What follows belongs to an exercise in optimizing a design on an open flow for small area, a short achievable clock period and few clock cycles; a production flow would make more cautious choices. Only simulation tests tie the RTL to the original design; equivalence was not proved. Power and IR drop assume default switching activity.

File: run.sh
#!/bin/bash
# synth_recipe.tcl (not shown) runs the flow's synth.tcl, then flattens the netlist and writes it again
# the make line also repeats each setting of config.mk as NAME=value (left out here)
make -C /OpenROAD-flow-scripts/flow DESIGN_CONFIG=/design/flow/config.mk WORK_HOME=/design/flow/orfs CLKGATE_MAP_FILE= SYNTH_SCRIPT=/design/flow/synth_recipe.tcl finish
File: config.mk
export PLATFORM = sky130hd
export DESIGN_NAME = csum_codec
export DESIGN_NICKNAME = csum_codec
export VERILOG_FILES = /design/flow/design.v
export SDC_FILE = /design/flow/constraint.sdc
export NUM_CORES = 4
export LEC_CHECK = 0
export CAP_MARGIN = 20
export CORE_AREA = 10 10 250 250
export DIE_AREA = 0 0 260 260
export SLEW_MARGIN = 20
File: constraint.sdc
create_clock -name core_clock -period 8.0 [get_ports {clk}]
set_input_delay 1.6000 -clock core_clock [delete_from_list [all_inputs] [get_ports {clk}]]
set_output_delay 1.6000 -clock core_clock [all_outputs]
set_load 0.01 [all_outputs]
File: design.v
module csum_codec (
    input  wire         clk,
    input  wire         rst,
    input  wire         start,
    input  wire [31:0]  cmd,
    input  wire [7:0]   blen,
    input  wire [623:0] frame,
    output wire         ready,
    output reg          done,
    output reg  [7:0]   status,
    output reg  [15:0]  value
);
    localparam MAX_PAYLOAD = 64;
    localparam HDR_BYTES   = 14;
    localparam NWORDS_MAX  = (HDR_BYTES + MAX_PAYLOAD) / 2;    
    localparam [7:0] OPC_COMPUTE = 8'h01;
    localparam [7:0] OPC_VERIFY  = 8'h02;
    localparam [7:0] ST_OK              = 8'h00;
    localparam [7:0] ST_INVALID_PACKET  = 8'h11;
    localparam [7:0] ST_ILLEGAL_COMMAND = 8'h20;
    function [7:0] fbyte(input integer i);
        fbyte = frame[8*i +: 8];
    endfunction
    wire [15:0] csum_field = {frame[8*8 +: 8], frame[9*8 +: 8]};
    wire [31:0] len_field  = {frame[10*8 +: 8], frame[11*8 +: 8],
                              frame[12*8 +: 8], frame[13*8 +: 8]};
    wire cmd_legal  = (cmd[31:8] == 24'd0) &&
                      (cmd[7:0] == OPC_COMPUTE || cmd[7:0] == OPC_VERIFY);
    wire runt       = (blen < HDR_BYTES);
    wire oversize   = (len_field > MAX_PAYLOAD);
    wire truncated  = ({1'b0, blen} < (9'd14 + {2'b00, len_field[6:0]}));
    wire frame_bad  = runt || oversize || truncated;
    wire [5:0] nwords = 6'd7 + {1'b0, len_field[6:1]} + {5'd0, len_field[0]};
    reg        busy;
    reg        is_verify;
    reg [5:0]  widx;        
    reg [5:0]  wlast;       
    reg [15:0] acc;         
    assign ready = !busy;
    reg [15:0] word;
    integer k;
    always @(*) begin
        word = 16'h0000;
        for (k = 0; k < NWORDS_MAX; k = k + 1)
            if (widx == k)
                word = {fbyte(2*k), fbyte(2*k+1)};
        if (widx == 6'd4)
            word = 16'h0000;
        if (widx == wlast && len_field[0])
            word[7:0] = 8'h00;
    end
    wire [16:0] sum     = {1'b0, acc} + {1'b0, word};
    wire [15:0] acc_nxt = sum[15:0] + {15'd0, sum[16]};
    wire [15:0] csum    = ~acc_nxt;
    always @(posedge clk) begin
        if (rst) begin
            busy <= 1'b0;
            done <= 1'b0;
        end else begin
            done <= 1'b0;
            if (!busy) begin
                if (start) begin
                    is_verify <= (cmd[7:0] == OPC_VERIFY);
                    if (!cmd_legal) begin
                        done   <= 1'b1;
                        status <= ST_ILLEGAL_COMMAND;
                        value  <= 16'h0000;
                    end else if (frame_bad) begin
                        done   <= 1'b1;
                        status <= (cmd[7:0] == OPC_VERIFY) ? ST_OK : ST_INVALID_PACKET;
                        value  <= 16'h0000;
                    end else begin
                        busy  <= 1'b1;
                        widx  <= 6'd0;
                        wlast <= nwords - 6'd1;
                        acc   <= 16'h0000;
                    end
                end
            end else begin
                acc  <= acc_nxt;
                widx <= widx + 6'd1;
                if (widx == wlast) begin
                    busy   <= 1'b0;
                    done   <= 1'b1;
                    status <= ST_OK;
                    if (is_verify)
                        value <= {15'd0, (csum == csum_field)};
                    else
                        value <= csum;
                end
            end
        end
    end
endmodule
==> summary.txt <==
total area of sequential cells 1450 sq um; P_sw 296 uW; vias in the first global route 15687; Total Nets Final 2793; Tot Pwr 1.11 mW; Worst setup EP type register; # DRC 0; area of the multi-input gates 7720 sq um; total negative setup slack 0 ns; Mapped Area 9580 sq um; first-pass GRT wire length 122000 um; Post-DP Area 18100 sq um; Hold Slack 0.744 ns; drt wl/cell 31.4 um; Peak VDD IR 0.0702 mV; drt total wl 89700 um; combinational power share 0.518; H-Tree Depth 2; area share of the largest cell type after synthesis 0.147; Worst Setup Start Kind input pin; fin crit period 7.52 ns; crit path kind in2reg; Sink Count 49; drt first pass iters 7; routed length on met2 45000 um; Fin. Hold Viols 0; leading area contributor after synthesis edfxtp_1; die height 260 um; clock-pin slew on the worst setup and hold paths 0.06 ns; Internal Pwr Total 816 uW; top post-synthesis cells by area edfxtp_1, nor2_1, a221oi_1; initial antenna violation count 17; pwr dens 60.6 nW/um^2; Post-Syn Instances 1346; unique cell type count in the Yosys netlist 100; CTS Buffer Depth 2; Slew Limit Fails 0; floorplan core area 56700 sq um; clock buffer count from CTS 5; most instantiated cells after synthesis nor2_1, nand2_1, a21oi_1, clkbuf_1, o21ai_0; most common cell in the netlist nor2_1; Max Fclk 133 MHz; Tot GR Track Use 0.248; Via density 5.34; Post-Syn Area per Cell 7.12 sq um; Max Cap Violations 0; final cycle utilization of the critical path 0.940; num ports 693; DP Wirelength 77900 um; register area share after synthesis 0.152; Crit Path Max Fanout 5; root buffer cell clkbuf_16; met3 wire length 5890 um; Synth Register Bits 49; Initial DRC Count 1498; status complete, no violations; switching portion of total power 0.266; FFs w/ async S/R, synth 0; Slew Limit Headroom 0.354; IO buf count 687; clock power share 0.229; area grow syn2layout 91.5%; Hold Path Class reg2reg; Filler cells 6093; Reg power frac 0.254; DIE WIDTH 260 um; row count 87; WL met1 37000 um; pin count of the biggest net entering global routing 23; top sig layer met5; remaining global-route overflow 0; unrepaired setup endpoints after global routing false; Main synth FF type edfxtp_1; die area 67600 sq um; Crit path arrival time 7.65 ns; required time of the critical path 8.14 ns; Post-synth EDFFs 47; final instance area 18300 sq um; worst slew pin tran 0.966 ns; warnings from Yosys 1; Post-DRT Antenna Nets 0; Clock Skew 0.00585 ns; via count 15265; Initial Utilization 0.169; GP Congestion 0.965; share of layout cells above drive strength 1 0.0975; Worst-Skew Late Latency 0.30 ns; Leak Pwr 6.67 nW; Final setup viols 0; hold_buf cts 0; TritonCTS clock tree built
-- power groups by stage --
stage               Sequential, mW  Combinational (mW)  Clock (mW)
global placement             0.288               0.563           0
detailed placement           0.288               0.565           0
finish                       0.282               0.576       0.254
global route                 0.282               0.604       0.270
CTS                          0.283               0.570       0.261
floorplan                    0.289               0.131           0
-- state kept, by name (all words and copies together), names as in the netlist --
name	flops
acc	16
value	16
widx	6
wlast	6
status	2
busy	1
done	1
is_verify	1
-- timing repair --
action	in CTS	in global routing
setup endpoints to repair	0	3
setup buffers	0	0
resized for setup	0	15
-- cell families (layout without fill, tap and decap cells) --
group	after synthesis	in the layout	synth area share
AOI/OAI and AO/OA	533	533	0.410
xor gates and xnor gates	50	50	0.0479
DFF	49	49	0.152
adders and majority gates	34	34	0.0452
buffers and inverters	115	858	0.0513
other	1	16	0.000391
muxes	3	3	0.00313
and+or+nand+nor	561	561	0.290
-- final timing paths --
path / start / endpoint / slack, ns / depth (start not counted)
hold / removal: widx[0]$_SDFFCE_PN0P_ / widx[0]$_SDFFCE_PN0P_ / 0.74 / 1
hold reg to reg: widx[0]$_SDFFCE_PN0P_ / widx[0]$_SDFFCE_PN0P_ / 0.74 / 1
setup reg to reg: widx[0]$_SDFFCE_PN0P_ / value[0]$_SDFFCE_PN0P_ / 0.48 / 29
setup / recovery: frame[31] / value[0]$_SDFFCE_PN0P_ / 0.48 / 26
-- per-stage QoR --
stage | worst slack, ns | std cells | utilization
detailed placement | -0.0367 | 2841 | 0.319
floorplan | 1.57 | 1350 | -
CTS | 0.193 | 2849 | 0.322
global route | 0.0777 | 2859 | 0.323
global placement | 0.164 | 2841 | 0.319
finish | 0.482 | 2860 | 0.324
-- routing by layer --
| metal | track usage | vias to the layer above |
|---|---|---|
| li1 | - | 6890 |
| met1 | 0.306 | 7514 |
| met2 | 0.441 | 761 |
| met3 | 0.0425 | 90 |
| met4 | 0.0526 | 10 |
| met5 | 0 | - |
-- worst max-delay path: stages --
cell and delay [ns]:
clkdlybuf4s50_1 0.47, a221oi_1 0.08, o31a_1 0.26, a31oi_1 0.25, o221ai_1 0.19, a211oi_1 0.48, o211ai_1 0.29, a21oi_1 0.46
o31a_1 0.26, ha_1 0.22, o21ai_0 0.15, o21ai_2 0.16, a31oi_1 0.14, o21ai_0 0.31, a21oi_1 0.11, o21bai_1 0.16
ha_1 0.19, and3_1 0.18, buf_4 0.12, nand4_2 0.15, nor4_4 0.35, nor4b_4 0.30, a22oi_2 0.16, a221oi_1 0.31
a21oi_1 0.07, o31ai_1 0.23
-- area by class of cell --
type,instances,area share
repair buffers,832,0.434
clock buffers,7,0.00777
flip-flops and latches,49,0.0791
inverters,18,0.00368
clock inverters,1,0.00164
diodes,11,0.00150
multi-input cells,1186,0.421
well taps,756,0.0516
-- placed cells by master (no fill, tap or decap), types with 7 or more instances in the layout --
| cell | synthesis | layout |
|---|---|---|
| clkdlybuf4s50_1 | 0 | 687 |
| nor2_1 | 171 | 167 |
| buf_4 | 7 | 145 |
| nand2_1 | 125 | 123 |
| a21oi_1 | 76 | 74 |
| o21ai_0 | 73 | 71 |
| nand3_1 | 69 | 69 |
| a221oi_1 | 67 | 67 |
| o22ai_1 | 49 | 49 |
| edfxtp_1 | 47 | 47 |
| nor3_1 | 38 | 37 |
| o221ai_1 | 35 | 35 |
| ha_1 | 33 | 33 |
| a211oi_1 | 28 | 28 |
| xnor2_1 | 28 | 28 |
| a221o_1 | 27 | 27 |
| o211ai_1 | 26 | 26 |
| a22oi_1 | 25 | 25 |
| nor4_1 | 25 | 25 |
| nand4_1 | 23 | 23 |
| and2_1 | 22 | 22 |
| xor2_1 | 20 | 20 |
| inv_1 | 18 | 18 |
| a31oi_1 | 14 | 14 |
| nor2b_1 | 13 | 13 |
| o2111ai_1 | 13 | 12 |
| a21o_1 | 12 | 12 |
| diode_2 | 0 | 11 |
| nor3b_1 | 9 | 9 |
| nand2b_1 | 8 | 8 |
| a22o_1 | 8 | 8 |
| or3_1 | 8 | 8 |
| or2_2 | 7 | 7 |
| a2111oi_0 | 9 | 7 |
| o31ai_1 | 7 | 7 |
| o21a_1 | 7 | 7 |
Testbench counts, summed over its fixed seeds: cycles 70,618.

[static timing again, ports no longer ideal]
The results above use ideal ports. As a check the final layout listed here was re-extracted and re-timed, cells and wires unchanged. Step 1, drivers: a clkbuf_16 drives clk and a buf_2 each remaining input, both assumed. Step 2 adds t to the input delays and takes it off the output delays; t is the mean of the earliest and latest rising clock arrival at the registers after step 1. Input paths then give back, and output paths get back, about the clock's delay inside the block. Three values: ideal, step 1, step 2; two values: the first two.
t, ns: 0.337
setup WS [ns]: 0.482 / 0.484 / 0.154
latest minus earliest clock arrival (ns): 0.006 / 0.006
After both steps setup and hold are still met in this run. The setup slack of this run moves by +0.002 ns with the drivers and by -0.328 ns with both steps.
